What follows belongs to an exercise in optimizing a design on an open flow for small area and a short achievable clock period; a production flow would make more cautious choices.
In this exercise RTL edits were held to simulation tests only and were not proved equivalent to the original.
No driver is modelled on the clock port, so clocking that relies on it looks cheaper here than on a real chip.

===== flow/flow/pre_cts.tcl =====
set_max_fanout 8 [current_design]

===== flow/flow/run.sh =====
#!/bin/bash
# Own layout flow: the standard flow, except
#  - technology mapping by ABC without its blanket up-sizing (flow/abc_area.script),
#  - the smallest buffer cell on the input and output ports,
#  - timing repair aiming at a shorter period than the clock's, so that only
#    the critical paths get larger cells.
# Each tool's output goes to a log of its own in this folder.
set -euo pipefail
here=$(pwd)
margin=130
rm -rf "$here/scripts_own"
cp -r "$FLOW_HOME/scripts" "$here/scripts_own"
cp "$here/flow/abc_area.script" "$here/scripts_own/abc_area.script"
bash standard.sh SCRIPTS_DIR="$here/scripts_own" synth > "$here/synth.log" 2>&1
bash standard.sh "BUFFER_PORTS_ARGS=-buffer_cell sky130_fd_sc_hd__buf_1" \
    "SETUP_SLACK_MARGIN=$margin" "PRE_CTS_TCL=$here/flow/pre_cts.tcl" "POST_CTS_TCL=$here/flow/post_cts.tcl" finish > "$here/layout.log" 2>&1

===== flow/design.v =====
module fpfp_divrows #(
    parameter HI = 25,
    parameter LO = 0
) (
    input  wire [7:0]     r_in,     
    input  wire [HI:LO]   x,        
    input  wire [7:0]     inj,      
    input  wire [6:0]     t7,       
    output reg  [7:0]     r_out,
    output reg  [HI:LO]   q
);
    reg [7:0] r, rn;
    reg [6:0] z, zn, m;
    reg       c, xb, ssel;
    integer k, i;
    always @* begin
        r = r_in;
        for (i = 0; i < 7; i = i + 1) z[i] = ~|(r_in & ((8'd2 << i) - 8'd1));
        for (k = HI; k >= LO; k = k - 1) begin
            xb = x[k];
            c  = r[7] | ((r[6] | (xb & inj[7])) & (~z[5] | (xb & ~inj[7])));
            q[k] = c;
            for (i = 0; i < 7; i = i + 1)
                m[i] = c ? (~xb & t7[i] & ((i < 2) ? 1'b1 : z[(i < 2) ? 0 : i-2]))
                         : (xb & inj[i]);
            rn[0] = m[0];
            for (i = 1; i < 7; i = i + 1) rn[i] = r[i-1] ^ m[i];
            rn[7] = c ? (r[7] & xb) : (r[6] | (xb & inj[7]));
            ssel = xb ? (c & ~r[7]) : ~c;
            if (ssel)            zn = {z[5:0], 1'b1};
            else if (xb & c)     zn = 7'h7F;
            else                 zn = ~t7;
            r = rn; z = zn;
        end
        r_out = r;
    end
endmodule
module fpfp_divconst (
    input  wire [2:0] h,
    output wire [7:0] inj,
    output wire [6:0] t7
);
    genvar i;
    generate
        for (i = 0; i < 8; i = i + 1) begin : g_inj
            assign inj[i] = (h == 3'd7 - i);
        end
        for (i = 0; i < 7; i = i + 1) begin : g_t7
            assign t7[i] = (h >= 3'd7 - i);
        end
    endgenerate
endmodule
module fpfp_frac_fin (
    input  wire        s,
    input  wire [7:0]  e,
    input  wire [23:0] M,        
    input  wire [2:0]  h,
    input  wire        sub,
    input  wire [25:0] Z,        
    input  wire        nz,       
    output wire [31:0] y
);
    wire        e_ff   = &e;
    wire        fz     = ~|M[22:0];
    wire        t_nan  = e_ff & ~fz;
    wire        t_inf  = e_ff & fz;
    wire        t_zero = ~M[23] & fz;
    wire [3:0]  eh     = {1'b0, e[2:0]} + {1'b0, h};
    wire        ovf    = (&e[7:3]) & (eh >= 4'd7);        
    wire        e1     = ~|e[7:1];
    wire [6:0]  hm    = ~(7'h7F >> h);
    wire        caseA = e1 | (|(M[22:16] & hm));
    wire [24:0] zh    = caseA ? {1'b0, Z[25:3], 1'b0} : {Z[25:3], 2'b00};
    wire [24:0] Mc    = caseA ? {1'b0, M} : {M, 1'b0};
    wire [7:0]  ebase = e1 ? 8'd0 : (e - {6'd0, ~caseA, caseA});
    wire [24:0] ym     = Mc - zh;
    wire [30:0] fr_hi  = {ebase + {6'd0, ym[24:23]}, ym[22:0]};
    wire [27:0] fr_up  = fr_hi[30:3] + 28'd1;
    wire [27:0] fr_dn  = fr_hi[30:3] - 28'd1;
    wire [4:0]  fr_lo;
    fpfp_round_fr u_rfr (.i({caseA, Z[2:0], nz, M[0], ym[2:0]}), .o(fr_lo));
    wire [30:0] fr_mag = {fr_lo[4] ? fr_dn : (fr_lo[3] ? fr_up : fr_hi[30:3]), fr_lo[2:0]};
    wire [21:0] zh_up = zh[24:3] + 22'd1;
    wire [21:0] zh_dn = zh[24:3] - 22'd1;
    wire [4:0]  df_lo;
    fpfp_round_df u_rdf (.i({caseA, Z[4:0], nz, M[0]}), .o(df_lo));
    wire [24:0] diff = {df_lo[4] ? zh_dn : (df_lo[3] ? zh_up : zh[24:3]), df_lo[2:0]};
    wire [7:0]  elim = ebase;
    wire [2:0]  sh   = ((elim[7:3] == 5'd0) && (elim[2:0] < h)) ? elim[2:0] : h;
    wire [24:0] dn   = diff << sh;
    wire [7:0]  se0  = elim - {5'd0, sh};
    wire [7:0]  se1  = se0 + 8'd1;
    wire [7:0]  se2  = se0 + 8'd2;
    wire [30:0] sub_mag = {dn[24] ? se2 : (dn[23] ? se1 : se0), dn[22:0]};
    wire        dnz  = |diff;
    reg [31:0] fr, sb;
    always @* begin
        if (t_nan)       fr = 32'h7FC00000;
        else if (t_inf)  fr = {s, 8'hFF, 23'd0};
        else if (t_zero) fr = {s, 31'd0};
        else if (ovf)    fr = {s, 8'hFF, 23'd0};
        else             fr = {s, fr_mag};
        if (t_nan | t_inf) sb = 32'h7FC00000;
        else if (t_zero)   sb = 32'd0;
        else if (ovf)      sb = {~s, 8'hFF, 23'd0};
        else               sb = {s & dnz, sub_mag};
    end
    assign y = sub ? sb : fr;
endmodule
module fpfp_round_fr (
    input  wire [8:0] i,
    output reg  [4:0] o       
);
    always @* begin
        case (i)
            9'd0: o = 5'd0;
            9'd1: o = 5'd1;
            9'd2: o = 5'd2;
            9'd3: o = 5'd3;
            9'd4: o = 5'd4;
            9'd5: o = 5'd5;
            9'd6: o = 5'd6;
            9'd7: o = 5'd7;
            9'd8: o = 5'd0;
            9'd9: o = 5'd1;
            9'd10: o = 5'd2;
            9'd11: o = 5'd3;
            9'd12: o = 5'd4;
            9'd13: o = 5'd5;
            9'd14: o = 5'd6;
            9'd15: o = 5'd7;
            9'd16: o = 5'd0;
            9'd17: o = 5'd1;
            9'd18: o = 5'd2;
            9'd19: o = 5'd3;
            9'd20: o = 5'd4;
            9'd21: o = 5'd5;
            9'd22: o = 5'd6;
            9'd23: o = 5'd7;
            9'd24: o = 5'd0;
            9'd25: o = 5'd1;
            9'd26: o = 5'd2;
            9'd27: o = 5'd3;
            9'd28: o = 5'd4;
            9'd29: o = 5'd5;
            9'd30: o = 5'd6;
            9'd31: o = 5'd7;
            9'd32: o = 5'd0;
            9'd33: o = 5'd1;
            9'd34: o = 5'd2;
            9'd35: o = 5'd3;
            9'd36: o = 5'd4;
            9'd37: o = 5'd5;
            9'd38: o = 5'd6;
            9'd39: o = 5'd7;
            9'd40: o = 5'd0;
            9'd41: o = 5'd1;
            9'd42: o = 5'd2;
            9'd43: o = 5'd3;
            9'd44: o = 5'd4;
            9'd45: o = 5'd5;
            9'd46: o = 5'd6;
            9'd47: o = 5'd7;
            9'd48: o = 5'd23;
            9'd49: o = 5'd0;
            9'd50: o = 5'd1;
            9'd51: o = 5'd2;
            9'd52: o = 5'd3;
            9'd53: o = 5'd4;
            9'd54: o = 5'd5;
            9'd55: o = 5'd6;
            9'd56: o = 5'd23;
            9'd57: o = 5'd0;
            9'd58: o = 5'd1;
            9'd59: o = 5'd2;
            9'd60: o = 5'd3;
            9'd61: o = 5'd4;
            9'd62: o = 5'd5;
            9'd63: o = 5'd6;
            9'd64: o = 5'd23;
            9'd65: o = 5'd0;
            9'd66: o = 5'd1;
            9'd67: o = 5'd2;
            9'd68: o = 5'd3;
            9'd69: o = 5'd4;
            9'd70: o = 5'd5;
            9'd71: o = 5'd6;
            9'd72: o = 5'd23;
            9'd73: o = 5'd0;
            9'd74: o = 5'd1;
            9'd75: o = 5'd2;
            9'd76: o = 5'd3;
            9'd77: o = 5'd4;
            9'd78: o = 5'd5;
            9'd79: o = 5'd6;
            9'd80: o = 5'd23;
            9'd81: o = 5'd0;
            9'd82: o = 5'd1;
            9'd83: o = 5'd2;
            9'd84: o = 5'd3;
            9'd85: o = 5'd4;
            9'd86: o = 5'd5;
            9'd87: o = 5'd6;
            9'd88: o = 5'd23;
            9'd89: o = 5'd0;
            9'd90: o = 5'd1;
            9'd91: o = 5'd2;
            9'd92: o = 5'd3;
            9'd93: o = 5'd4;
            9'd94: o = 5'd5;
            9'd95: o = 5'd6;
            9'd96: o = 5'd22;
            9'd97: o = 5'd23;
            9'd98: o = 5'd0;
            9'd99: o = 5'd1;
            9'd100: o = 5'd2;
            9'd101: o = 5'd3;
            9'd102: o = 5'd4;
            9'd103: o = 5'd5;
            9'd104: o = 5'd22;
            9'd105: o = 5'd23;
            9'd106: o = 5'd0;
            9'd107: o = 5'd1;
            9'd108: o = 5'd2;
            9'd109: o = 5'd3;
            9'd110: o = 5'd4;
            9'd111: o = 5'd5;
            9'd112: o = 5'd22;
            9'd113: o = 5'd23;
            9'd114: o = 5'd0;
            9'd115: o = 5'd1;
            9'd116: o = 5'd2;
            9'd117: o = 5'd3;
            9'd118: o = 5'd4;
            9'd119: o = 5'd5;
            9'd120: o = 5'd22;
            9'd121: o = 5'd23;
            9'd122: o = 5'd0;
            9'd123: o = 5'd1;
            9'd124: o = 5'd2;
            9'd125: o = 5'd3;
            9'd126: o = 5'd4;
            9'd127: o = 5'd5;
            9'd128: o = 5'd22;
            9'd129: o = 5'd23;
            9'd130: o = 5'd0;
            9'd131: o = 5'd1;
            9'd132: o = 5'd2;
            9'd133: o = 5'd3;
            9'd134: o = 5'd4;
            9'd135: o = 5'd5;
            9'd136: o = 5'd22;
            9'd137: o = 5'd23;
            9'd138: o = 5'd0;
            9'd139: o = 5'd1;
            9'd140: o = 5'd2;
            9'd141: o = 5'd3;
            9'd142: o = 5'd4;
            9'd143: o = 5'd5;
            9'd144: o = 5'd22;
            9'd145: o = 5'd23;
            9'd146: o = 5'd0;
            9'd147: o = 5'd1;
            9'd148: o = 5'd2;
            9'd149: o = 5'd3;
            9'd150: o = 5'd4;
            9'd151: o = 5'd5;
            9'd152: o = 5'd22;
            9'd153: o = 5'd23;
            9'd154: o = 5'd0;
            9'd155: o = 5'd1;
            9'd156: o = 5'd2;
            9'd157: o = 5'd3;
            9'd158: o = 5'd4;
            9'd159: o = 5'd5;
            9'd160: o = 5'd22;
            9'd161: o = 5'd23;
            9'd162: o = 5'd0;
            9'd163: o = 5'd1;
            9'd164: o = 5'd2;
            9'd165: o = 5'd3;
            9'd166: o = 5'd4;
            9'd167: o = 5'd5;
            9'd168: o = 5'd22;
            9'd169: o = 5'd23;
            9'd170: o = 5'd0;
            9'd171: o = 5'd1;
            9'd172: o = 5'd2;
            9'd173: o = 5'd3;
            9'd174: o = 5'd4;
            9'd175: o = 5'd5;
            9'd176: o = 5'd21;
            9'd177: o = 5'd22;
            9'd178: o = 5'd23;
            9'd179: o = 5'd0;
            9'd180: o = 5'd1;
            9'd181: o = 5'd2;
            9'd182: o = 5'd3;
            9'd183: o = 5'd4;
            9'd184: o = 5'd21;
            9'd185: o = 5'd22;
            9'd186: o = 5'd23;
            9'd187: o = 5'd0;
            9'd188: o = 5'd1;
            9'd189: o = 5'd2;
            9'd190: o = 5'd3;
            9'd191: o = 5'd4;
            9'd192: o = 5'd21;
            9'd193: o = 5'd22;
            9'd194: o = 5'd23;
            9'd195: o = 5'd0;
            9'd196: o = 5'd1;
            9'd197: o = 5'd2;
            9'd198: o = 5'd3;
            9'd199: o = 5'd4;
            9'd200: o = 5'd21;
            9'd201: o = 5'd22;
            9'd202: o = 5'd23;
            9'd203: o = 5'd0;
            9'd204: o = 5'd1;
            9'd205: o = 5'd2;
            9'd206: o = 5'd3;
            9'd207: o = 5'd4;
            9'd208: o = 5'd21;
            9'd209: o = 5'd22;
            9'd210: o = 5'd23;
            9'd211: o = 5'd0;
            9'd212: o = 5'd1;
            9'd213: o = 5'd2;
            9'd214: o = 5'd3;
            9'd215: o = 5'd4;
            9'd216: o = 5'd21;
            9'd217: o = 5'd22;
            9'd218: o = 5'd23;
            9'd219: o = 5'd0;
            9'd220: o = 5'd1;
            9'd221: o = 5'd2;
            9'd222: o = 5'd3;
            9'd223: o = 5'd4;
            9'd224: o = 5'd20;
            9'd225: o = 5'd21;
            9'd226: o = 5'd22;
            9'd227: o = 5'd23;
            9'd228: o = 5'd0;
            9'd229: o = 5'd1;
            9'd230: o = 5'd2;
            9'd231: o = 5'd3;
            9'd232: o = 5'd20;
            9'd233: o = 5'd21;
            9'd234: o = 5'd22;
            9'd235: o = 5'd23;
            9'd236: o = 5'd0;
            9'd237: o = 5'd1;
            9'd238: o = 5'd2;
            9'd239: o = 5'd3;
            9'd240: o = 5'd20;
            9'd241: o = 5'd21;
            9'd242: o = 5'd22;
            9'd243: o = 5'd23;
            9'd244: o = 5'd0;
            9'd245: o = 5'd1;
            9'd246: o = 5'd2;
            9'd247: o = 5'd3;
            9'd248: o = 5'd20;
            9'd249: o = 5'd21;
            9'd250: o = 5'd22;
            9'd251: o = 5'd23;
            9'd252: o = 5'd0;
            9'd253: o = 5'd1;
            9'd254: o = 5'd2;
            9'd255: o = 5'd3;
            9'd256: o = 5'd0;
            9'd257: o = 5'd1;
            9'd258: o = 5'd2;
            9'd259: o = 5'd3;
            9'd260: o = 5'd4;
            9'd261: o = 5'd5;
            9'd262: o = 5'd6;
            9'd263: o = 5'd7;
            9'd264: o = 5'd0;
            9'd265: o = 5'd1;
            9'd266: o = 5'd2;
            9'd267: o = 5'd3;
            9'd268: o = 5'd4;
            9'd269: o = 5'd5;
            9'd270: o = 5'd6;
            9'd271: o = 5'd7;
            9'd272: o = 5'd0;
            9'd273: o = 5'd1;
            9'd274: o = 5'd2;
            9'd275: o = 5'd3;
            9'd276: o = 5'd4;
            9'd277: o = 5'd5;
            9'd278: o = 5'd6;
            9'd279: o = 5'd7;
            9'd280: o = 5'd0;
            9'd281: o = 5'd1;
            9'd282: o = 5'd2;
            9'd283: o = 5'd3;
            9'd284: o = 5'd4;
            9'd285: o = 5'd5;
            9'd286: o = 5'd6;
            9'd287: o = 5'd7;
            9'd288: o = 5'd0;
            9'd289: o = 5'd1;
            9'd290: o = 5'd2;
            9'd291: o = 5'd3;
            9'd292: o = 5'd4;
            9'd293: o = 5'd5;
            9'd294: o = 5'd6;
            9'd295: o = 5'd7;
            9'd296: o = 5'd0;
            9'd297: o = 5'd1;
            9'd298: o = 5'd2;
            9'd299: o = 5'd3;
            9'd300: o = 5'd4;
            9'd301: o = 5'd5;
            9'd302: o = 5'd6;
            9'd303: o = 5'd7;
            9'd304: o = 5'd0;
            9'd305: o = 5'd1;
            9'd306: o = 5'd2;
            9'd307: o = 5'd3;
            9'd308: o = 5'd4;
            9'd309: o = 5'd5;
            9'd310: o = 5'd6;
            9'd311: o = 5'd7;
            9'd312: o = 5'd0;
            9'd313: o = 5'd1;
            9'd314: o = 5'd2;
            9'd315: o = 5'd3;
            9'd316: o = 5'd4;
            9'd317: o = 5'd5;
            9'd318: o = 5'd6;
            9'd319: o = 5'd7;
            9'd320: o = 5'd0;
            9'd321: o = 5'd1;
            9'd322: o = 5'd2;
            9'd323: o = 5'd3;
            9'd324: o = 5'd4;
            9'd325: o = 5'd5;
            9'd326: o = 5'd6;
            9'd327: o = 5'd7;
            9'd328: o = 5'd23;
            9'd329: o = 5'd0;
            9'd330: o = 5'd1;
            9'd331: o = 5'd2;
            9'd332: o = 5'd3;
            9'd333: o = 5'd4;
            9'd334: o = 5'd5;
            9'd335: o = 5'd6;
            9'd336: o = 5'd23;
            9'd337: o = 5'd0;
            9'd338: o = 5'd1;
            9'd339: o = 5'd2;
            9'd340: o = 5'd3;
            9'd341: o = 5'd4;
            9'd342: o = 5'd5;
            9'd343: o = 5'd6;
            9'd344: o = 5'd23;
            9'd345: o = 5'd0;
            9'd346: o = 5'd1;
            9'd347: o = 5'd2;
            9'd348: o = 5'd3;
            9'd349: o = 5'd4;
            9'd350: o = 5'd5;
            9'd351: o = 5'd6;
            9'd352: o = 5'd23;
            9'd353: o = 5'd0;
            9'd354: o = 5'd1;
            9'd355: o = 5'd2;
            9'd356: o = 5'd3;
            9'd357: o = 5'd4;
            9'd358: o = 5'd5;
            9'd359: o = 5'd6;
            9'd360: o = 5'd23;
            9'd361: o = 5'd0;
            9'd362: o = 5'd1;
            9'd363: o = 5'd2;
            9'd364: o = 5'd3;
            9'd365: o = 5'd4;
            9'd366: o = 5'd5;
            9'd367: o = 5'd6;
            9'd368: o = 5'd23;
            9'd369: o = 5'd0;
            9'd370: o = 5'd1;
            9'd371: o = 5'd2;
            9'd372: o = 5'd3;
            9'd373: o = 5'd4;
            9'd374: o = 5'd5;
            9'd375: o = 5'd6;
            9'd376: o = 5'd23;
            9'd377: o = 5'd0;
            9'd378: o = 5'd1;
            9'd379: o = 5'd2;
            9'd380: o = 5'd3;
            9'd381: o = 5'd4;
            9'd382: o = 5'd5;
            9'd383: o = 5'd6;
            9'd384: o = 5'd23;
            9'd385: o = 5'd0;
            9'd386: o = 5'd1;
            9'd387: o = 5'd2;
            9'd388: o = 5'd3;
            9'd389: o = 5'd4;
            9'd390: o = 5'd5;
            9'd391: o = 5'd6;
            9'd392: o = 5'd23;
            9'd393: o = 5'd0;
            9'd394: o = 5'd1;
            9'd395: o = 5'd2;
            9'd396: o = 5'd3;
            9'd397: o = 5'd4;
            9'd398: o = 5'd5;
            9'd399: o = 5'd6;
            9'd400: o = 5'd23;
            9'd401: o = 5'd0;
            9'd402: o = 5'd1;
            9'd403: o = 5'd2;
            9'd404: o = 5'd3;
            9'd405: o = 5'd4;
            9'd406: o = 5'd5;
            9'd407: o = 5'd6;
            9'd408: o = 5'd23;
            9'd409: o = 5'd0;
            9'd410: o = 5'd1;
            9'd411: o = 5'd2;
            9'd412: o = 5'd3;
            9'd413: o = 5'd4;
            9'd414: o = 5'd5;
            9'd415: o = 5'd6;
            9'd416: o = 5'd23;
            9'd417: o = 5'd0;
            9'd418: o = 5'd1;
            9'd419: o = 5'd2;
            9'd420: o = 5'd3;
            9'd421: o = 5'd4;
            9'd422: o = 5'd5;
            9'd423: o = 5'd6;
            9'd424: o = 5'd23;
            9'd425: o = 5'd0;
            9'd426: o = 5'd1;
            9'd427: o = 5'd2;
            9'd428: o = 5'd3;
            9'd429: o = 5'd4;
            9'd430: o = 5'd5;
            9'd431: o = 5'd6;
            9'd432: o = 5'd23;
            9'd433: o = 5'd0;
            9'd434: o = 5'd1;
            9'd435: o = 5'd2;
            9'd436: o = 5'd3;
            9'd437: o = 5'd4;
            9'd438: o = 5'd5;
            9'd439: o = 5'd6;
            9'd440: o = 5'd23;
            9'd441: o = 5'd0;
            9'd442: o = 5'd1;
            9'd443: o = 5'd2;
            9'd444: o = 5'd3;
            9'd445: o = 5'd4;
            9'd446: o = 5'd5;
            9'd447: o = 5'd6;
            9'd448: o = 5'd22;
            9'd449: o = 5'd23;
            9'd450: o = 5'd0;
            9'd451: o = 5'd1;
            9'd452: o = 5'd2;
            9'd453: o = 5'd3;
            9'd454: o = 5'd4;
            9'd455: o = 5'd5;
            9'd456: o = 5'd23;
            9'd457: o = 5'd0;
            9'd458: o = 5'd1;
            9'd459: o = 5'd2;
            9'd460: o = 5'd3;
            9'd461: o = 5'd4;
            9'd462: o = 5'd5;
            9'd463: o = 5'd6;
            9'd464: o = 5'd22;
            9'd465: o = 5'd23;
            9'd466: o = 5'd0;
            9'd467: o = 5'd1;
            9'd468: o = 5'd2;
            9'd469: o = 5'd3;
            9'd470: o = 5'd4;
            9'd471: o = 5'd5;
            9'd472: o = 5'd22;
            9'd473: o = 5'd23;
            9'd474: o = 5'd0;
            9'd475: o = 5'd1;
            9'd476: o = 5'd2;
            9'd477: o = 5'd3;
            9'd478: o = 5'd4;
            9'd479: o = 5'd5;
            9'd480: o = 5'd22;
            9'd481: o = 5'd23;
            9'd482: o = 5'd0;
            9'd483: o = 5'd1;
            9'd484: o = 5'd2;
            9'd485: o = 5'd3;
            9'd486: o = 5'd4;
            9'd487: o = 5'd5;
            9'd488: o = 5'd22;
            9'd489: o = 5'd23;
            9'd490: o = 5'd0;
            9'd491: o = 5'd1;
            9'd492: o = 5'd2;
            9'd493: o = 5'd3;
            9'd494: o = 5'd4;
            9'd495: o = 5'd5;
            9'd496: o = 5'd22;
            9'd497: o = 5'd23;
            9'd498: o = 5'd0;
            9'd499: o = 5'd1;
            9'd500: o = 5'd2;
            9'd501: o = 5'd3;
            9'd502: o = 5'd4;
            9'd503: o = 5'd5;
            9'd504: o = 5'd22;
            9'd505: o = 5'd23;
            9'd506: o = 5'd0;
            9'd507: o = 5'd1;
            9'd508: o = 5'd2;
            9'd509: o = 5'd3;
            9'd510: o = 5'd4;
            9'd511: o = 5'd5;
            default: o = 5'd0;
        endcase
    end
endmodule
module fpfp_round_df (
    input  wire [7:0] i,
    output reg  [4:0] o       
);
    always @* begin
        case (i)
            8'd0: o = 5'd0;
            8'd1: o = 5'd0;
            8'd2: o = 5'd0;
            8'd3: o = 5'd0;
            8'd4: o = 5'd0;
            8'd5: o = 5'd0;
            8'd6: o = 5'd1;
            8'd7: o = 5'd1;
            8'd8: o = 5'd1;
            8'd9: o = 5'd1;
            8'd10: o = 5'd1;
            8'd11: o = 5'd1;
            8'd12: o = 5'd2;
            8'd13: o = 5'd2;
            8'd14: o = 5'd2;
            8'd15: o = 5'd2;
            8'd16: o = 5'd2;
            8'd17: o = 5'd2;
            8'd18: o = 5'd2;
            8'd19: o = 5'd2;
            8'd20: o = 5'd2;
            8'd21: o = 5'd2;
            8'd22: o = 5'd3;
            8'd23: o = 5'd3;
            8'd24: o = 5'd3;
            8'd25: o = 5'd3;
            8'd26: o = 5'd3;
            8'd27: o = 5'd3;
            8'd28: o = 5'd4;
            8'd29: o = 5'd4;
            8'd30: o = 5'd4;
            8'd31: o = 5'd4;
            8'd32: o = 5'd4;
            8'd33: o = 5'd4;
            8'd34: o = 5'd4;
            8'd35: o = 5'd4;
            8'd36: o = 5'd4;
            8'd37: o = 5'd4;
            8'd38: o = 5'd5;
            8'd39: o = 5'd5;
            8'd40: o = 5'd5;
            8'd41: o = 5'd5;
            8'd42: o = 5'd5;
            8'd43: o = 5'd5;
            8'd44: o = 5'd6;
            8'd45: o = 5'd6;
            8'd46: o = 5'd6;
            8'd47: o = 5'd6;
            8'd48: o = 5'd6;
            8'd49: o = 5'd6;
            8'd50: o = 5'd6;
            8'd51: o = 5'd6;
            8'd52: o = 5'd6;
            8'd53: o = 5'd6;
            8'd54: o = 5'd7;
            8'd55: o = 5'd7;
            8'd56: o = 5'd7;
            8'd57: o = 5'd7;
            8'd58: o = 5'd7;
            8'd59: o = 5'd7;
            8'd60: o = 5'd8;
            8'd61: o = 5'd8;
            8'd62: o = 5'd8;
            8'd63: o = 5'd8;
            8'd64: o = 5'd0;
            8'd65: o = 5'd0;
            8'd66: o = 5'd0;
            8'd67: o = 5'd0;
            8'd68: o = 5'd0;
            8'd69: o = 5'd0;
            8'd70: o = 5'd1;
            8'd71: o = 5'd1;
            8'd72: o = 5'd1;
            8'd73: o = 5'd1;
            8'd74: o = 5'd1;
            8'd75: o = 5'd1;
            8'd76: o = 5'd2;
            8'd77: o = 5'd2;
            8'd78: o = 5'd2;
            8'd79: o = 5'd2;
            8'd80: o = 5'd2;
            8'd81: o = 5'd2;
            8'd82: o = 5'd2;
            8'd83: o = 5'd2;
            8'd84: o = 5'd2;
            8'd85: o = 5'd2;
            8'd86: o = 5'd3;
            8'd87: o = 5'd3;
            8'd88: o = 5'd3;
            8'd89: o = 5'd3;
            8'd90: o = 5'd3;
            8'd91: o = 5'd3;
            8'd92: o = 5'd4;
            8'd93: o = 5'd4;
            8'd94: o = 5'd4;
            8'd95: o = 5'd4;
            8'd96: o = 5'd4;
            8'd97: o = 5'd4;
            8'd98: o = 5'd4;
            8'd99: o = 5'd4;
            8'd100: o = 5'd4;
            8'd101: o = 5'd4;
            8'd102: o = 5'd5;
            8'd103: o = 5'd5;
            8'd104: o = 5'd5;
            8'd105: o = 5'd5;
            8'd106: o = 5'd5;
            8'd107: o = 5'd5;
            8'd108: o = 5'd6;
            8'd109: o = 5'd6;
            8'd110: o = 5'd6;
            8'd111: o = 5'd6;
            8'd112: o = 5'd6;
            8'd113: o = 5'd6;
            8'd114: o = 5'd6;
            8'd115: o = 5'd6;
            8'd116: o = 5'd6;
            8'd117: o = 5'd6;
            8'd118: o = 5'd7;
            8'd119: o = 5'd7;
            8'd120: o = 5'd7;
            8'd121: o = 5'd7;
            8'd122: o = 5'd7;
            8'd123: o = 5'd7;
            8'd124: o = 5'd8;
            8'd125: o = 5'd8;
            8'd126: o = 5'd8;
            8'd127: o = 5'd8;
            8'd128: o = 5'd0;
            8'd129: o = 5'd0;
            8'd130: o = 5'd0;
            8'd131: o = 5'd0;
            8'd132: o = 5'd0;
            8'd133: o = 5'd0;
            8'd134: o = 5'd0;
            8'd135: o = 5'd0;
            8'd136: o = 5'd0;
            8'd137: o = 5'd1;
            8'd138: o = 5'd1;
            8'd139: o = 5'd1;
            8'd140: o = 5'd1;
            8'd141: o = 5'd1;
            8'd142: o = 5'd1;
            8'd143: o = 5'd1;
            8'd144: o = 5'd1;
            8'd145: o = 5'd1;
            8'd146: o = 5'd1;
            8'd147: o = 5'd1;
            8'd148: o = 5'd1;
            8'd149: o = 5'd1;
            8'd150: o = 5'd1;
            8'd151: o = 5'd1;
            8'd152: o = 5'd2;
            8'd153: o = 5'd1;
            8'd154: o = 5'd2;
            8'd155: o = 5'd2;
            8'd156: o = 5'd2;
            8'd157: o = 5'd2;
            8'd158: o = 5'd2;
            8'd159: o = 5'd2;
            8'd160: o = 5'd2;
            8'd161: o = 5'd2;
            8'd162: o = 5'd2;
            8'd163: o = 5'd2;
            8'd164: o = 5'd2;
            8'd165: o = 5'd2;
            8'd166: o = 5'd2;
            8'd167: o = 5'd2;
            8'd168: o = 5'd2;
            8'd169: o = 5'd3;
            8'd170: o = 5'd3;
            8'd171: o = 5'd3;
            8'd172: o = 5'd3;
            8'd173: o = 5'd3;
            8'd174: o = 5'd3;
            8'd175: o = 5'd3;
            8'd176: o = 5'd3;
            8'd177: o = 5'd3;
            8'd178: o = 5'd3;
            8'd179: o = 5'd3;
            8'd180: o = 5'd3;
            8'd181: o = 5'd3;
            8'd182: o = 5'd3;
            8'd183: o = 5'd3;
            8'd184: o = 5'd4;
            8'd185: o = 5'd3;
            8'd186: o = 5'd4;
            8'd187: o = 5'd4;
            8'd188: o = 5'd4;
            8'd189: o = 5'd4;
            8'd190: o = 5'd4;
            8'd191: o = 5'd4;
            8'd192: o = 5'd4;
            8'd193: o = 5'd4;
            8'd194: o = 5'd4;
            8'd195: o = 5'd4;
            8'd196: o = 5'd4;
            8'd197: o = 5'd4;
            8'd198: o = 5'd4;
            8'd199: o = 5'd4;
            8'd200: o = 5'd4;
            8'd201: o = 5'd5;
            8'd202: o = 5'd5;
            8'd203: o = 5'd5;
            8'd204: o = 5'd5;
            8'd205: o = 5'd5;
            8'd206: o = 5'd5;
            8'd207: o = 5'd5;
            8'd208: o = 5'd5;
            8'd209: o = 5'd5;
            8'd210: o = 5'd5;
            8'd211: o = 5'd5;
            8'd212: o = 5'd5;
            8'd213: o = 5'd5;
            8'd214: o = 5'd5;
            8'd215: o = 5'd5;
            8'd216: o = 5'd6;
            8'd217: o = 5'd5;
            8'd218: o = 5'd6;
            8'd219: o = 5'd6;
            8'd220: o = 5'd6;
            8'd221: o = 5'd6;
            8'd222: o = 5'd6;
            8'd223: o = 5'd6;
            8'd224: o = 5'd6;
            8'd225: o = 5'd6;
            8'd226: o = 5'd6;
            8'd227: o = 5'd6;
            8'd228: o = 5'd6;
            8'd229: o = 5'd6;
            8'd230: o = 5'd6;
            8'd231: o = 5'd6;
            8'd232: o = 5'd6;
            8'd233: o = 5'd7;
            8'd234: o = 5'd7;
            8'd235: o = 5'd7;
            8'd236: o = 5'd7;
            8'd237: o = 5'd7;
            8'd238: o = 5'd7;
            8'd239: o = 5'd7;
            8'd240: o = 5'd7;
            8'd241: o = 5'd7;
            8'd242: o = 5'd7;
            8'd243: o = 5'd7;
            8'd244: o = 5'd7;
            8'd245: o = 5'd7;
            8'd246: o = 5'd7;
            8'd247: o = 5'd7;
            8'd248: o = 5'd8;
            8'd249: o = 5'd7;
            8'd250: o = 5'd8;
            8'd251: o = 5'd8;
            8'd252: o = 5'd8;
            8'd253: o = 5'd8;
            8'd254: o = 5'd8;
            8'd255: o = 5'd8;
            default: o = 5'd0;
        endcase
    end
endmodule
module fixed_point_field_packer #(
    parameter W_REGION = 4
) (
    input  wire                clk,
    input  wire                rst,           
    input  wire                req_valid,
    input  wire [31:0]         cmd,
    input  wire [63:0]         a,
    input  wire [63:0]         b,
    input  wire [63:0]         f_pt,
    input  wire [63:0]         f_eta,
    input  wire [63:0]         f_phi,
    input  wire [63:0]         f_hoe,
    input  wire [63:0]         f_hoeflag,
    input  wire [63:0]         f_iso,
    input  wire [63:0]         f_isoflag,
    input  wire [63:0]         f_fb,
    input  wire [63:0]         f_timing,
    input  wire [63:0]         f_shapeflag,
    input  wire [63:0]         f_brems,
    input  wire [W_REGION-1:0] f_region,
    output reg                 rsp_valid,
    output reg                 o_illegal,
    output wire [63:0]         o_word,
    output wire [W_REGION-1:0] o_region,
    output wire [64:0]         o_ival,
    output reg                 o_sign,
    output wire [63:0]         o_mag,
    output wire                o_ok,
    output wire [31:0]         o_fval,
    output wire [11:0]         d_pt,
    output wire [31:0]         d_ptfloat,
    output wire [15:0]         d_eta,
    output wire [15:0]         d_phi,
    output wire [15:0]         d_etatc,
    output wire [15:0]         d_phitc,
    output wire                d_etasign,
    output wire                d_phisign,
    output wire [6:0]          d_etamag,
    output wire [5:0]          d_phimag,
    output wire [3:0]          d_hoe,
    output wire [1:0]          d_hoeflag,
    output wire [2:0]          d_iso,
    output wire [1:0]          d_isoflag,
    output wire [5:0]          d_fb,
    output wire [4:0]          d_timing,
    output wire [1:0]          d_shapeflag,
    output wire [1:0]          d_brems,
    output wire                d_isostandalone,
    output wire                d_isoloosetrack,
    output wire                d_shapestandalone,
    output wire                d_shapeloosetrack,
    output wire [W_REGION-1:0] d_region,
    output wire [31:0]         e_hwpt,
    output wire [15:0]         e_hweta,
    output wire [15:0]         e_hwphi,
    output wire                e_isembigger,
    output wire [2:0]          e_hoecode,
    output wire [31:0]         e_hwempt
);
    localparam KDIV = 8;    
    localparam OP_EXTU  = 5'h00, OP_EXTSM = 5'h01, OP_EXTTC = 5'h02,
               OP_PACKU = 5'h03, OP_SMENC = 5'h04, OP_SMDEC = 5'h05,
               OP_ENCPF = 5'h08, OP_ENCV1 = 5'h09, OP_ENCV2 = 5'h0A,
               OP_ENCV3 = 5'h0B, OP_DECPF = 5'h0C, OP_DECV1 = 5'h0D,
               OP_DECV2 = 5'h0E, OP_DECV3 = 5'h0F, OP_CHKPF = 5'h10,
               OP_CHKV1 = 5'h11, OP_CHKV2 = 5'h12, OP_CHKV3 = 5'h13,
               OP_ZERO  = 5'h14, OP_FRAC  = 5'h18, OP_SPLIT = 5'h19,
               OP_EMUEM = 5'h1A, OP_EMUHD = 5'h1B;
    wire [4:0] op  = cmd[4:0];
    wire [5:0] off = cmd[10:5];
    wire [6:0] wid = cmd[17:11];
    wire [5:0] sbp = cmd[23:18];
    wire [7:0] rsv = cmd[31:24];
    wire [7:0] ow  = {2'b00, off} + {1'b0, wid};
    reg legal;
    always @* begin
        if (rsv != 8'd0) legal = 1'b0;
        else case (op)
            OP_EXTU, OP_PACKU:
                legal = (sbp == 6'd0) && (ow <= 8'd64);
            OP_EXTTC:
                legal = (sbp == 6'd0) && (ow <= 8'd64) && (wid != 7'd0);
            OP_EXTSM:
                legal = (ow <= 8'd64) && !((sbp >= off) && ({2'b00, sbp} < ow));
            OP_SMENC, OP_SMDEC:
                legal = (off == 6'd0) && (sbp == 6'd0) && (wid <= 7'd64);
            OP_ENCPF, OP_ENCV1, OP_ENCV2, OP_ENCV3,
            OP_DECPF, OP_DECV1, OP_DECV2, OP_DECV3,
            OP_CHKPF, OP_CHKV1, OP_CHKV2, OP_CHKV3,
            OP_ZERO, OP_FRAC, OP_SPLIT, OP_EMUEM, OP_EMUHD:
                legal = (cmd[23:5] == 19'd0);
            default:
                legal = 1'b0;
        endcase
    end
    wire is_extsm = (op == OP_EXTSM);
    wire is_exttc = (op == OP_EXTTC);
    wire is_pack  = (op == OP_PACKU);
    wire is_smenc = (op == OP_SMENC);
    wire is_smdec = (op == OP_SMDEC);
    wire is_enc   = (op[4:2] == 3'b010);
    wire is_dec   = (op[4:2] == 3'b011);
    wire is_emu   = (op[4:1] == 4'b1101);
    wire keep_a   = is_dec | (op[4] & (op[3:2] != 2'b01));    
    wire [7:0]  mn    = is_pack ? {1'b0, wid} : (keep_a ? 8'd64 : ow);
    wire       m_all = |mn[7:6];
    reg [7:0]  m_hi, m_heq, m_lo;
    reg [63:0] mask;
    integer t;
    always @* begin
        for (t = 0; t < 8; t = t + 1) begin
            m_hi[t]  = m_all | (mn[5:3] > t[2:0]);
            m_heq[t] = ~m_all & (mn[5:3] == t[2:0]);
            m_lo[t]  = mn[2:0] > t[2:0];
        end
        for (t = 0; t < 64; t = t + 1)
            mask[t] = m_hi[t/8] | (m_heq[t/8] & m_lo[t%8]);
    end
    wire [63:0] am    = a & mask;
    wire [5:0]  bidx  = is_extsm ? sbp : (ow[5:0] - 6'd1);
    wire        bsel  = a[bidx];                    
    wire        inv   = is_extsm ? ~bsel :
                        is_smdec ? ~b[0] :
                        is_smenc ? (a[63] & (|am)) : 1'b0;
    wire        fill  = is_exttc ? bsel : (inv & ~is_smenc);
    wire        inc   = inv;
    wire        eta_pos = !f_eta[63] && (f_eta != 64'd0);
    wire [6:0]  eta_abs = f_eta[63] ? (7'd0 - f_eta[6:0]) : f_eta[6:0];
    wire        phi_pos = !f_phi[63] && (f_phi != 64'd0);
    wire [5:0]  phi_abs = f_phi[63] ? (6'd0 - f_phi[5:0]) : f_phi[5:0];
    wire [63:0] enc_pf = {34'd0, f_hoe[3:0], f_phi[6:0], f_eta[6:0], f_pt[11:0]};
    wire [63:0] enc_v1 = {12'd0, f_brems[1:0], f_shapeflag[1:0], f_timing[4:0],
                          f_fb[5:0], f_isoflag[1:0], f_iso[2:0], f_hoeflag[1:0],
                          f_hoe[3:0], f_phi[6:0], f_eta[6:0], f_pt[11:0]};
    wire [63:0] enc_v3 = {11'd0, f_brems[1:0], f_shapeflag[1:0], f_timing[4:0],
                          f_fb[5:0], f_isoflag[1:0], f_iso[2:0], f_hoeflag[1:0],
                          f_hoe[3:0], phi_pos, phi_abs, eta_pos, eta_abs,
                          f_pt[11:0]};
    wire [63:0] enc_w  = (op[1:0] == 2'b00) ? enc_pf :
                         (op[1:0] == 2'b11) ? enc_v3 : enc_v1;
    reg [63:0] pre;
    integer i;
    always @* begin
        for (i = 0; i < 64; i = i + 1) begin
            if (is_enc)       pre[i] = enc_w[63-i];
            else if (is_pack) pre[i] = am[63-i];
            else              pre[i] = mask[i] ? (a[i] ^ inv) : fill;
        end
    end
    wire [127:0] shx = {{64{fill}}, pre} >> off;
    reg [3:0]  pmsb;
    integer j;
    always @* begin
        pmsb = 4'd0;
        for (j = 0; j < 12; j = j + 1)
            if (a[j]) pmsb = j[3:0];
    end
    wire [11:0] pnrm = a[11:0] << (4'd11 - pmsb);
    wire [63:0] a_in = {(is_dec | is_emu) ? pnrm[10:0] : shx[63:53], shx[52:0]};
    wire [2:0]  fh   = op[1] ? a[30:28] : (op[0] ? b[3:1] : b[2:0]);
    wire        fsub = op[1] ? ~a[27] : (op[0] & ~b[0]);
    wire [23:0] fm   = op[1] ? {|a[11:0], pnrm[10:0], 12'd0} : {|a[30:23], a[22:0]};
    wire [7:0]  inj_p;
    wire [6:0]  t7_p;
    fpfp_divconst u_dc_p (.h(fh), .inj(inj_p), .t7(t7_p));
    wire [7:0]  r_p;
    wire [25:KDIV] q_p;
    wire [25:0] x_p = {fm, 2'b00};
    fpfp_divrows #(.HI(25), .LO(KDIV)) u_rows_p (
        .r_in(8'd0), .x(x_p[25:KDIV]), .inj(inj_p), .t7(t7_p),
        .r_out(r_p), .q(q_p)
    );
    reg [63:0]     A;
    reg            r_fill, r_inc;
    reg [1:0]      r_op;
    reg [W_REGION-1:0] r_region;
    reg [2:0]      r_h;
    reg            r_sub;
    reg [7:0]      r_rem;
    reg [25:KDIV]  r_q;
    always @(posedge clk) begin
        if (rst) rsp_valid <= 1'b0;
        else     rsp_valid <= req_valid;
    end
    always @(posedge clk) begin
        o_illegal <= !legal;
        o_sign    <= !a[63] && (a != 64'd0);
        A         <= a_in;
        r_fill    <= fill;
        r_inc     <= inc;
        r_op      <= op[1:0];
        r_region  <= f_region;
        r_h       <= fh;
        r_sub     <= fsub;
        r_rem     <= r_p;
        r_q       <= q_p;
    end
    genvar g;
    generate
        for (g = 0; g < 64; g = g + 1) begin : g_rev
            assign o_word[g] = A[63-g];
        end
    endgenerate
    reg [7:0]  byte_ones;
    reg [8:0]  byte_c;
    reg [64:0] ival;
    reg        run;
    integer u, v;
    always @* begin
        for (u = 0; u < 8; u = u + 1) byte_ones[u] = &A[8*u +: 8];
        byte_c[0] = r_inc;
        for (u = 0; u < 8; u = u + 1) byte_c[u+1] = byte_c[u] & byte_ones[u];
        for (u = 0; u < 8; u = u + 1) begin
            run = byte_c[u];
            for (v = 0; v < 8; v = v + 1) begin
                ival[8*u+v] = A[8*u+v] ^ run;
                run = run & A[8*u+v];
            end
        end
        ival[64] = r_fill ^ byte_c[8];
    end
    assign o_ival   = ival;
    assign o_mag    = o_ival[63:0];
    assign o_region = r_region;
    assign d_region = r_region;
    wire r_v3 = (r_op == 2'b11);
    wire r_v2 = (r_op == 2'b10);
    wire r_pf = (r_op == 2'b00);
    assign o_ok = (A[63:52] == 12'd0) && (!r_pf || (A[51:31] == 21'd0));
    reg [3:0] qmsb;
    integer m;
    always @* begin
        qmsb = 4'd0;
        for (m = 0; m < 12; m = m + 1)
            if (A[m]) qmsb = m[3:0];
    end
    wire        pt_nz  = |A[11:0];
    wire [7:0]  pt_exp = pt_nz ? (8'd126 + {4'd0, qmsb}) : 8'd0;
    wire [31:0] ptf    = {1'b0, pt_exp, A[63:53], 12'd0};
    wire [6:0]  eta_m  = A[18:12];
    wire [5:0]  phi_m  = A[25:20];
    wire [15:0] v3_eta = A[19] ? {9'd0, eta_m} : (16'd0 - {9'd0, eta_m});
    wire [15:0] v3_phi = A[26] ? {10'd0, phi_m} : (16'd0 - {10'd0, phi_m});
    assign d_pt      = A[11:0];
    assign d_ptfloat = ptf;
    assign d_eta     = r_v3 ? v3_eta :
                       r_v2 ? {8'd0, A[19:12]} : {9'd0, A[18:12]};
    assign d_phi     = r_v3 ? v3_phi :
                       r_pf ? {{9{A[25]}}, A[25:19]} : {9'd0, A[25:19]};
    assign d_etatc   = r_v2 ? {{8{A[19]}}, A[19:12]} : {{9{A[18]}}, A[18:12]};
    assign d_phitc   = {{9{A[25]}}, A[25:19]};
    assign d_etasign = A[19];
    assign d_phisign = A[26];
    assign d_etamag  = A[18:12];
    assign d_phimag  = A[25:20];
    assign d_hoe       = r_v3 ? A[30:27] : A[29:26];
    assign d_hoeflag   = r_v3 ? A[32:31] : A[31:30];
    assign d_iso       = r_v3 ? A[35:33] : A[34:32];
    assign d_isoflag   = r_v3 ? A[37:36] : A[36:35];
    assign d_fb        = r_v3 ? A[43:38] : A[42:37];
    assign d_timing    = r_v3 ? A[48:44] : A[47:43];
    assign d_shapeflag = r_v3 ? A[50:49] : A[49:48];
    assign d_brems     = r_v3 ? A[52:51] : A[51:50];
    assign d_isostandalone   = d_isoflag[0];
    assign d_isoloosetrack   = d_isoflag[1];
    assign d_shapestandalone = d_shapeflag[0];
    assign d_shapeloosetrack = d_shapeflag[1];
    assign e_hwpt       = ptf;
    assign e_hweta      = {v3_eta[13:0], 2'b00};
    assign e_hwphi      = {v3_phi[13:0], 2'b00};
    assign e_isembigger = A[27];
    assign e_hoecode    = A[30:28];
    wire        f_emu = r_op[1];
    wire [23:0] fm_q  = f_emu ? {pt_nz, A[63:53], 12'd0} : {|A[30:23], A[22:0]};
    wire [7:0]  fe_q  = f_emu ? pt_exp : A[30:23];
    wire        fs_q  = ~f_emu & A[31];
    wire [7:0]  inj_q;
    wire [6:0]  t7_q;
    fpfp_divconst u_dc_q (.h(r_h), .inj(inj_q), .t7(t7_q));
    wire [7:0]  r_f;
    wire [25:0] zq;
    wire [25:0] x_q = {fm_q, 2'b00};
    fpfp_divrows #(.HI(KDIV-1), .LO(0)) u_rows_q (
        .r_in(r_rem), .x(x_q[KDIV-1:0]), .inj(inj_q), .t7(t7_q),
        .r_out(r_f), .q(zq[KDIV-1:0])
    );
    assign zq[25:KDIV] = r_q;
    wire [31:0] fr_y;
    fpfp_frac_fin u_fin (
        .s(fs_q), .e(fe_q), .M(fm_q), .h(r_h), .sub(r_sub),
        .Z(zq), .nz(|r_f), .y(fr_y)
    );
    assign o_fval   = fr_y;
    assign e_hwempt = fr_y;
endmodule

===== flow/config.mk =====
export PLATFORM = sky130hd
export DESIGN_NAME = fixed_point_field_packer
export DESIGN_NICKNAME = fixed_point_field_packer
export VERILOG_FILES = /design/flow/design.v
export SDC_FILE = /design/flow/constraint.sdc
export NUM_CORES = 4
export LEC_CHECK = 0
export ABC_AREA = 1
export CAP_MARGIN = 20
export CORE_AREA = 2.3 2.72 431.02 429.76
export CTS_CLUSTER_DIAMETER = 40
export CTS_CLUSTER_SIZE = 8
export DIE_AREA = 0 0 433.33 433.33
export PLACE_DENSITY = 0.35
export SLEW_MARGIN = 20

===== flow/standard.sh =====
#!/bin/bash
# synth_recipe.tcl (not shown) runs the flow's synth.tcl, then flattens the netlist and writes it again
# the make line also repeats each setting of config.mk as NAME=value (left out here)
make -C /OpenROAD-flow-scripts/flow DESIGN_CONFIG=/design/flow/config.mk WORK_HOME=/design/flow/orfs CLKGATE_MAP_FILE= SYNTH_SCRIPT=/design/flow/synth_recipe.tcl "${@:-finish}"

===== flow/constraint.sdc =====
create_clock -name core_clock -period 180.0 [get_ports {clk}]
set_input_delay 36.0000 -clock core_clock [delete_from_list [all_inputs] [get_ports {clk}]]
set_output_delay 36.0000 -clock core_clock [all_outputs]
set_load 0.01 [all_outputs]

===== flow/flow/post_cts.tcl =====
set_max_fanout 10000 [current_design]

===== flow/flow/abc_area.script =====
&get -n
&st
&dch
&nf
&put
topo
stime -c

==> reports/results.tsv, run 1 <==
stage	metric	value	unit
sta	hold_viol	0	
finish	nFillCells	21040	
routing	vias	34950	
outcome	status	no timing/DRC/antenna violations	
setup_path	cp-end-kind	flop	
routing	ant_nets	0	
finish	finalNonFillerCells	7281	
global_route	grt_max_degree	61	
sta	worst_hold_slack	35620	ps
floorplan	die-height	433.3	µm
global_route	overflow	0	
finish	nNetsFinal	5800	
sta	tns	0	ps
setup_path	cp_max_fo	8	
sta	fin_crit_sh	28.17	%
routing	avgRoutedWirePerCell	26.87	µm
global_route	grt_pass1_wl	263400	µm
routing	drtIter0Drc	2993	
logic_synthesis	synthFlopType	dfxtp_1	
setup_path	max_stage_delay	450	ps
logic_synthesis	yosysTopAreaCell	mux2i_1	
place	dp_cells	7096	
global_route	grt_pass1_vias	32280	
sta	worstMarginPinSlew	1155	ps
setup_path	crit_path_start_kind	input pin	
place	gp_congestion	0.9148	
clock_tree	clkTransAtPathRegs	70	ps
global_route	antenna_found_initial	30	
floorplan	die-area	187800	µm²
logic_synthesis	synth_warnings	6	
place	dp_hpwl	157600	µm
clock_tree	tritoncts	built	
min_path	hold_path_class	in2reg	
finish	areaGrowthSynthToFinish	32.13	%
finish	drive_above_1_share	11.70	%
logic_synthesis	ys_ff_latch	105	
setup_path	slowest_stage	a221o_1	
setup_path	cp.arrival	51060	ps
logic_synthesis	postSynth.asyncResetShare	0	%
logic_synthesis	synth_edf_count	0	
logic_synthesis	synth_area	26410	µm²
setup_path	cp.required	180350	ps
logic_synthesis	synth_area_leaders	mux2i_1 8.8%, a21oi_1 8.6%, nand2_1 8.3%, dfxtp_1 8.0%, buf_4 7.3%	
logic_synthesis	seq_area_frac_synth	7.961	%
sta	final.min_clock_period	50700	ps
logic_synthesis	syn_area_per_cell	6.641	µm²
floorplan	row_count	157	
setup_path	cp_common_cell	buf_4	
sta	maxSlewHeadroom	20.99	%
place	dp_slack	125750	ps
sta	worst_slack	129300	ps
logic_synthesis	synth_cells	3976	
floorplan	core_region_area	183100	µm²
logic_synthesis	synth_top_area_share	8.832	%
sta	rsz0062_at_grt	yes	
clock_tree	cts.sinks	105	
floorplan	io_pins	1361	
logic_synthesis	ys_types	73	
routing	dr.pass1.iters	6	
floorplan	start_util	14.42	%
sta	slew_viol_final	0	
setup_path	critical_path_class	in2reg	
flow_run	max-cap-violations	0	
routing	drc_errors	0	
place	numPortBuffers	732	
sta	timing.fmax	19.72	MHz
floorplan	die_w	433.3	µm
routing	via_per_inst	4.800	
sta	setup-violations-final	0	
routing	wl	195600	µm
global_route	grt_usage	19.79	%
-- critical path, delay by kind of cell --
family	cells	cell delay (ps)
compound gates	40	9500
xor+xnor	5	880
buf+inv	11	1600
mux	5	1230
simple gates	11	1820
-- registers in the layout, summed over array words and instances (netlist names), 2 cells and up --
name	count
r_rem	8
r_op	2
A	64
r_q	18
r_region	4
r_h	3
-- Yosys cell counts, drive strengths merged (21+ instances only) --
| library cell | instances |
|---|---|
| a31oi | 32 |
| ha | 126 |
| a22oi | 61 |
| a32oi | 22 |
| xor2 | 95 |
| o21a | 25 |
| or2 | 21 |
| nor3 | 90 |
| o22ai | 42 |
| buf | 258 |
| o211ai | 64 |
| clkinv | 108 |
| nor2b | 24 |
| nand2b | 21 |
| a21oi | 452 |
| nand2 | 582 |
| o221ai | 31 |
| nand3 | 103 |
| nor2 | 409 |
| nand4 | 45 |
| a211oi | 34 |
| nor4 | 68 |
| mux2i | 233 |
| a21o | 27 |
| dfxtp | 105 |
| mux2 | 63 |
| xnor2 | 215 |
| o21ai | 350 |
-- metrics by stage --
stage               utilization (%)  area, µm²
floorplan                         -      26850
finish                        19.06      34890
detailed placement            17.46      31970
global route                  19.05      34870
global placement              17.46      31970
-- final timing paths --
path          end   startpoint  slack [ps]  cells after the start
min   r_region[1]  f_region[1]       35620                      1
max      r_rem[5]         a[2]      129300                     72
-- logic make-up (layout without fill, tap and decap cells) --
| family | Yosys count | after routing | share of synthesized area (%) |
|---|---|---|---|
| simple gates | 1450 | 1450 | 24.28 |
| compound gates | 1316 | 1316 | 30.64 |
| buf+inv | 366 | 1163 | 8.870 |
| xor+xnor | 310 | 310 | 10.28 |
| mux | 296 | 296 | 11.52 |
| fa+ha+maj | 132 | 132 | 6.425 |
| flops | 105 | 105 | 7.961 |
| other cells | 1 | 45 | 0.01420 |
-- cell usage in the layout, fill, tap and decap left out, drive strengths merged, types with 21 or more instances in the layout --
cell type  count
a32oi         22
mux2i        233
a31oi         32
o221ai        31
a22oi         61
o211ai        64
nor2b         24
buf         1023
mux2          63
dfxtp        105
nand3        103
nand4         45
clkinv        98
nor3          90
nand2b        21
conb          31
o21a          25
nand2        582
nor4          68
a211oi        34
clkbuf        32
xnor2        215
or2           21
nor2         409
o21ai        350
xor2          95
ha           126
o22ai         42
a21o          27
a21oi        452
-- area by class of cell --
cell class	instances	area (µm²)	area share (%)
inverters	108	455.4	1.305
diodes	14	35.03	0.1004
well taps	2464	3083	8.837
clock buffers	25	455.4	1.305
flip-flops and latches	105	2110	6.046
multi-input cells	3535	23610	67.66
repair buffers	1030	5144	14.74
-- routing by layer --
metal	up-vias	track usage [%]	wire length, µm
met5	-	0.5725	228
met4	14	10.04	10600
met3	284	3.527	13320
met2	1581	32.23	90250
met1	16880	24.86	81210
li1	16190	-	-
==> run 2: changes to the inputs <==
==> flow/flow/abc_area.script (replaced) <==
strash
dch
map -B 0.9
topo
stime -c
--- a/flow/config.mk
+++ b/flow/config.mk
@@ -8,8 +8,6 @@
 export ABC_AREA = 1
 export CAP_MARGIN = 20
 export CORE_AREA = 2.3 2.72 431.02 429.76
-export CTS_CLUSTER_DIAMETER = 40
-export CTS_CLUSTER_SIZE = 8
 export DIE_AREA = 0 0 433.33 433.33
 export PLACE_DENSITY = 0.35
 export SLEW_MARGIN = 20
==> run 2 against run 1 <==
  * Global-route usage up 0.42 points
  * Synthesized cell count up 26%
  * Highest routed layer unchanged
  * Clock-buffer cell count down 1
==> reports/results.tsv, run 2 <==
stage	metric	value	unit	change
outcome	status	no timing/DRC/antenna violations		
setup_path	cp_max_fo	14		+6
setup_path	cp.arrival	12880	ps	-38180 ps
setup_path	cp_common_cell	nand2_1		
logic_synthesis	ys_ff_latch	105		unchanged
finish	reg.largest.list	A: 64 flops, r_q: 18 flops, r_rem: 8 flops		
logic_synthesis	ys_types	48		-34%
floorplan	core_region_area	183100	µm²	unchanged
setup_path	max_stage_delay	320	ps	-130 ps
floorplan	die-area	187800	µm²	unchanged
logic_synthesis	seq_area_frac_synth	7.690	%	-0.27 points
sta	rsz0062_at_grt	no		
sta	maxSlewHeadroom	18.71	%	-2.3 points
logic_synthesis	synth_area	27330	µm²	+3.5%
setup_path	cp-end-kind	output port		
setup_path	endpoint	e_hwempt[29]		
logic_synthesis	yosysTopAreaCell	nand2_1		
logic_synthesis	syn_area_per_cell	5.452	µm²	-18%
routing	vias	37870		+8.4%
place	dp_cells	8125		+15%
finish	largest_register_ffs	64		unchanged
sta	slew_viol_final	0		unchanged
logic_synthesis	synth_cells	5014		+26%
finish	areaGrowthSynthToFinish	22.90	%	
sta	final.min_clock_period	48880	ps	-1820 ps
sta	hold_viol	0		unchanged
min_path	hold_path_class	in2reg		
sta	fin_crit_sh	27.16	%	-1.0 points
sta	worstMarginPinSlew	1211	ps	+55.92 ps
logic_synthesis	postSynth.asyncResetShare	0	%	unchanged
setup_path	slowest_stage	or2_2		
global_route	grt_pass1_wl	268200	µm	+1.8%
logic_synthesis	synthTopCellsByCount	1422 x nand2_1, 774 x o21ai_0, 600 x clkinv_1		
setup_path	cp.required	144000	ps	-36350 ps
place	gp_congestion	0.9522		+4.1%
routing	via_per_inst	4.615		-3.9%
finish	finalNonFillerCells	8207		+13%
place	dp_hpwl	166800	µm	+5.8%
routing	dr.pass1.iters	6		unchanged
routing	wl	199100	µm	+1.8%
floorplan	row_count	157		unchanged
routing	drc_errors	0		unchanged
routing	ant_nets	0		unchanged
sta	setup-violations-final	0		unchanged
floorplan	start_util	14.93	%	+0.51 points
flow_run	max-cap-violations	0		unchanged
finish	top_register	A		
finish	nNetsFinal	6710		+16%
routing	avgRoutedWirePerCell	24.26	µm	-9.7%
clock_tree	cts.sinks	105		unchanged
logic_synthesis	synth_most_common_cell	nand2_1		
sta	timing.fmax	20.46	MHz	+3.7%
routing	drtIter0Drc	3238		+8.2%
finish	final_common_cell	nand2_1		
floorplan	die_w	433.3	µm	unchanged
place	numPortBuffers	732		unchanged
logic_synthesis	synth_top_area_share	19.53	%	+11 points
sta	tns	0	ps	unchanged
global_route	overflow	0		unchanged
sta	worst_hold_slack	35620	ps	+0.5000 ps
floorplan	die-height	433.3	µm	unchanged
global_route	grt_max_degree	85		+39%
global_route	antenna_found_initial	46		+53%
global_route	grt_pass1_vias	34330		+6.3%
clock_tree	clkTransAtPathRegs	60	ps	about the same
logic_synthesis	synth_area_leaders	nand2_1 20%, o21ai_0 14%, clkinv_1 8.2%, dfxtp_1 7.7%, buf_4 7.1%		
logic_synthesis	synthFlopType	dfxtp_1		
setup_path	crit_start	r_h[2]		
floorplan	io_pins	1361		unchanged
logic_synthesis	synth_warnings	6		unchanged
setup_path	critical_path_class	reg2out		
global_route	grt_usage	20.21	%	+0.42 points
min_path	min_path_cells	1		unchanged
finish	drive_above_1_share	6.268	%	-5.4 points
logic_synthesis	synth_edf_count	0		unchanged
setup_path	crit_path_start_kind	flop		
finish	final_cell_mix	1382 x nand2_1, 750 x o21ai_0, 720 x buf_1		
clock_tree	tritoncts	built		
run 2: critical path, delay by kind of cell (launching register included):
| kind | cells | cell delay (ps) |
|---|---|---|
| flip-flops | 1 | 300 |
| XOR/XNOR | 2 | 510 |
| AND/OR/NAND/NOR | 52 | 6550 |
| AO/OA/AOI/OAI | 16 | 2600 |
| buffers and inverters | 18 | 2380 |
run 2: area by class of cell:
class	count	area, µm²
clock buffer	24	451.7
multi-input combinational	4082	21520
sequential	105	2108
antenna	31	77.57
fill	21840	149500
inverter	600	2297
tap	2464	3083
timing repair buffer	901	4053
run 2: how the worst min path moves through the flow:
| stage | end | from | slack, ps |
|---|---|---|---|
| floorplan | r_op[0] | cmd[0] | 36030 |
| detailed placement | r_region[0] | f_region[0] | 36100 |
| finish | r_region[0] | f_region[0] | 35620 |
| global placement | r_region[0] | f_region[0] | 36100 |
| global route | r_region[2] | f_region[2] | 35620 |
run 2: metrics by stage:
| stage | setup slack [ps] | area (µm²) | utilization [%] |
|---|---|---|---|
| floorplan | 131100 | 27450 | - |
| global placement | 126410 | 32470 | 17.74 |
| detailed placement | 126480 | 32470 | 17.74 |
| global route | 129930 | 33560 | 18.33 |
| finish | 131120 | 33590 | 18.35 |
run 2: per-layer routing:
metal  GRT usage [%]  up-vias  wire length (µm)
met2           33.82     1535             95170
met1           23.12    17640             77160
met4           15.49       13             16070
li1                -    18350                 -
met5          0.5725        -               207
met3           2.976      342             10460
run 2: cell families after synthesis:
family	synth area share (%)
AND/OR/NAND/NOR	36.46
AO/OA/AOI/OAI	27.26
buffers and inverters	15.32
XOR/XNOR	6.056
adder cells (fa/ha/maj)	6.207
flip-flops	7.690
multiplexers	0.9887
other	0.01372
==> run 3: changes to the inputs <==
--- a/flow/config.mk
+++ b/flow/config.mk
@@ -11,3 +11,4 @@
 export DIE_AREA = 0 0 433.33 433.33
 export PLACE_DENSITY = 0.35
 export SLEW_MARGIN = 20
+export TNS_END_PERCENT = 20
==> run 3 against run 2 <==
  * Utilization about the same
  * Cell area about the same
  * Clock-buffer cell count unchanged
  * Flip-flop and latch count unchanged
  * Sequential share of layout area about the same
  * Hold slack improved by 2.9 ps
  * Non-clock buffer count unchanged
  * Synthesized area unchanged
  * Critical path type unchanged
  * Critical endpoint is now o_fval[31]
  * Largest cell class unchanged
==> reports/results.tsv, run 3 <==
stage	metric	value	unit	change
place	dp_slack	126480	ps	unchanged
logic_synthesis	synth_edf_count	0		unchanged
floorplan	start_util	14.93	%	unchanged
routing	vias	37880		+0.013%
logic_synthesis	ys_types	48		unchanged
routing	top_layer_used	met5		
routing	dr.pass1.iters	6		unchanged
setup_path	cp_max_fo	14		unchanged
floorplan	die-height	433.3	µm	unchanged
sta	tns	0	ps	unchanged
routing	drtIter0Drc	3327		+2.7%
place	numPortBuffers	732		unchanged
logic_synthesis	syn_area_per_cell	5.452	µm²	unchanged
clock_tree	cts.sinks	105		unchanged
clock_tree	clkTransAtPathRegs	60	ps	about the same
floorplan	row_count	157		unchanged
logic_synthesis	synthTopCellsByCount	1422 x nand2_1, 774 x o21ai_0, 600 x clkinv_1		
logic_synthesis	synthFlopType	dfxtp_1		
logic_synthesis	synth_area_leaders	nand2_1 20%, o21ai_0 14%, clkinv_1 8.2%, dfxtp_1 7.7%, buf_4 7.1%		
sta	maxSlewHeadroom	19.16	%	+0.45 points
clock_tree	tritoncts	built		
sta	setup-violations-final	0		unchanged
sta	hold_viol	0		unchanged
logic_synthesis	yosysTopAreaCell	nand2_1		
floorplan	die-area	187800	µm²	unchanged
global_route	overflow	0		unchanged
logic_synthesis	postSynth.asyncResetShare	0	%	unchanged
finish	largest_register_ffs	64		unchanged
setup_path	cp.arrival	12830	ps	-50 ps
global_route	grt_pass1_vias	34330		unchanged
logic_synthesis	seq_area_frac_synth	7.690	%	unchanged
finish	drive_above_1_share	6.232	%	-0.035 points
place	dp_hpwl	166800	µm	unchanged
setup_path	slowest_stage	or4_2		
routing	avgRoutedWirePerCell	24.25	µm	about the same
floorplan	die_w	433.3	µm	unchanged
place	dpl-instance-area	32470	µm²	unchanged
sta	worstMarginPinSlew	1205	ps	-6.675 ps
floorplan	core_region_area	183100	µm²	unchanged
outcome	status	no timing/DRC/antenna violations		
global_route	grt_max_degree	85		unchanged
setup_path	max_stage_delay	680	ps	+360 ps
logic_synthesis	synth_top_area_share	19.53	%	unchanged
logic_synthesis	ys_ff_latch	105		unchanged
place	dp_cells	8125		unchanged
sta	fin_crit_sh	27.13	%	-0.027 points
routing	ant_nets	0		unchanged
finish	areaGrowthSynthToFinish	22.81	%	about the same
setup_path	crit_path_start_kind	flop		
logic_synthesis	synth_warnings	6		unchanged
finish	stdcell_area	33570	µm²	about the same
routing	via_per_inst	4.617		about the same
setup_path	critical_path_class	reg2out		
finish	nNetsFinal	6710		unchanged
global_route	grt_usage	20.21	%	unchanged
flow_run	max-cap-violations	0		unchanged
sta	timing.fmax	20.48	MHz	+0.10%
routing	drc_errors	0		unchanged
setup_path	cp-end-kind	output port		
global_route	grt_pass1_wl	268200	µm	unchanged
sta	slew_viol_final	0		unchanged
routing	drt-met1-wl	77210	µm	about the same
min_path	hold_path_class	in2reg		
finish	reg.largest.list	A: 64 flops, r_q: 18 flops, r_rem: 8 flops		
finish	finalNonFillerCells	8203		-0.049%
finish	final_cell_mix	1382 x nand2_1, 750 x o21ai_0, 720 x buf_1		
finish	top_register	A		
finish	final_common_cell	nand2_1		
logic_synthesis	synth_cells	5014		unchanged
floorplan	io_pins	1361		unchanged
sta	worst_slack	131170	ps	+49.00 ps
finish	fin_util	18.34	%	about the same
routing	wl_met3	10310	µm	-1.4%
sta	final.min_clock_period	48830	ps	-49.00 ps
setup_path	cp.required	144000	ps	about the same
routing	wl	199000	µm	about the same
logic_synthesis	synth_area	27330	µm²	unchanged
setup_path	cp_common_cell	nand2_1		
sta	rsz0062_at_grt	yes		
place	gp_congestion	0.9522		unchanged
global_route	antenna_found_initial	46		unchanged
sta	worst_hold_slack	35620	ps	+2.900 ps
logic_synthesis	synth_most_common_cell	nand2_1		
routing	wl_met2	95410	µm	+0.25%
[run 3: cells by family after synthesis]
kind of cell	Yosys count	share of synthesized area [%]
flip-flops	105	7.690
adder cells (fa/ha/maj)	132	6.207
AND/OR/NAND/NOR	2389	36.46
XOR/XNOR	189	6.056
multiplexers	27	0.9887
buffers and inverters	858	15.32
AO/OA/AOI/OAI	1313	27.26
other	1	0.01372
[run 3: layout make-up]
class,instances,area (µm²)
fill,21840,149500
multi-input combinational,4082,21510
timing repair buffer,901,4053
tap,2464,3083
inverter,600,2297
sequential,105,2108
clock buffer,24,451.7
antenna,27,67.56
[run 3: worst max-delay path, delay by kind of cell, from the launching register on]
kind,cells,cell delay (ps)
XOR/XNOR,2,480
flip-flops,1,300
AO/OA/AOI/OAI,16,2910
AND/OR/NAND/NOR,45,6240
buffers and inverters,17,2340
[run 3: worst paths after layout]
check	cells past startpoint	to	slack, ps	from
worst max-delay path	80	o_fval[31]	131170	r_h[2]
worst min-delay path	1	r_region[0]	35620	f_region[0]
[run 3: routing by layer]
| metal | global-route usage [%] | up-vias |
|---|---|---|
| met1 | 23.12 | 17730 |
| met5 | 0.5725 | - |
| li1 | - | 18350 |
| met2 | 33.82 | 1466 |
| met4 | 15.49 | 13 |
| met3 | 2.976 | 318 |

-- static timing again, ports no longer ideal --
The results above use ideal ports. As a check the final layouts listed here were re-extracted and re-timed, cells and wires unchanged. Step 1 (the two cells are an assumption about what drives the block):
set clk [get_ports {clk}]
set_driving_cell -lib_cell sky130_fd_sc_hd__clkbuf_16 $clk
set_driving_cell -lib_cell sky130_fd_sc_hd__buf_2 [delete_from_list [all_inputs] $clk]
Step 2, shift: input delay + t, output delay - t, t = (earliest + latest rising clock arrival at the registers) / 2. This alone moves slack from input paths to output paths. Three values: ideal ports, drivers, drivers and shift; two values: the first two.
run | t (ns) | setup WS [ns] | worst slew at a driven data input, ns | cell pins on the clock port's net
run 1 | 0.536 | 129.298 / 129.181 / 128.645 | 0.21 | 1
run 2 | 0.544 | 131.118 / 131.046 / 130.866 | 0.19 | 1
run 3 | 0.542 | 131.167 / 131.094 / 130.850 | 0.19 | 1
After both steps every run listed still meets setup and hold. For run 1, which loses most, drivers alone change the setup slack by -0.117 ns; drivers and shift together by -0.653 ns.
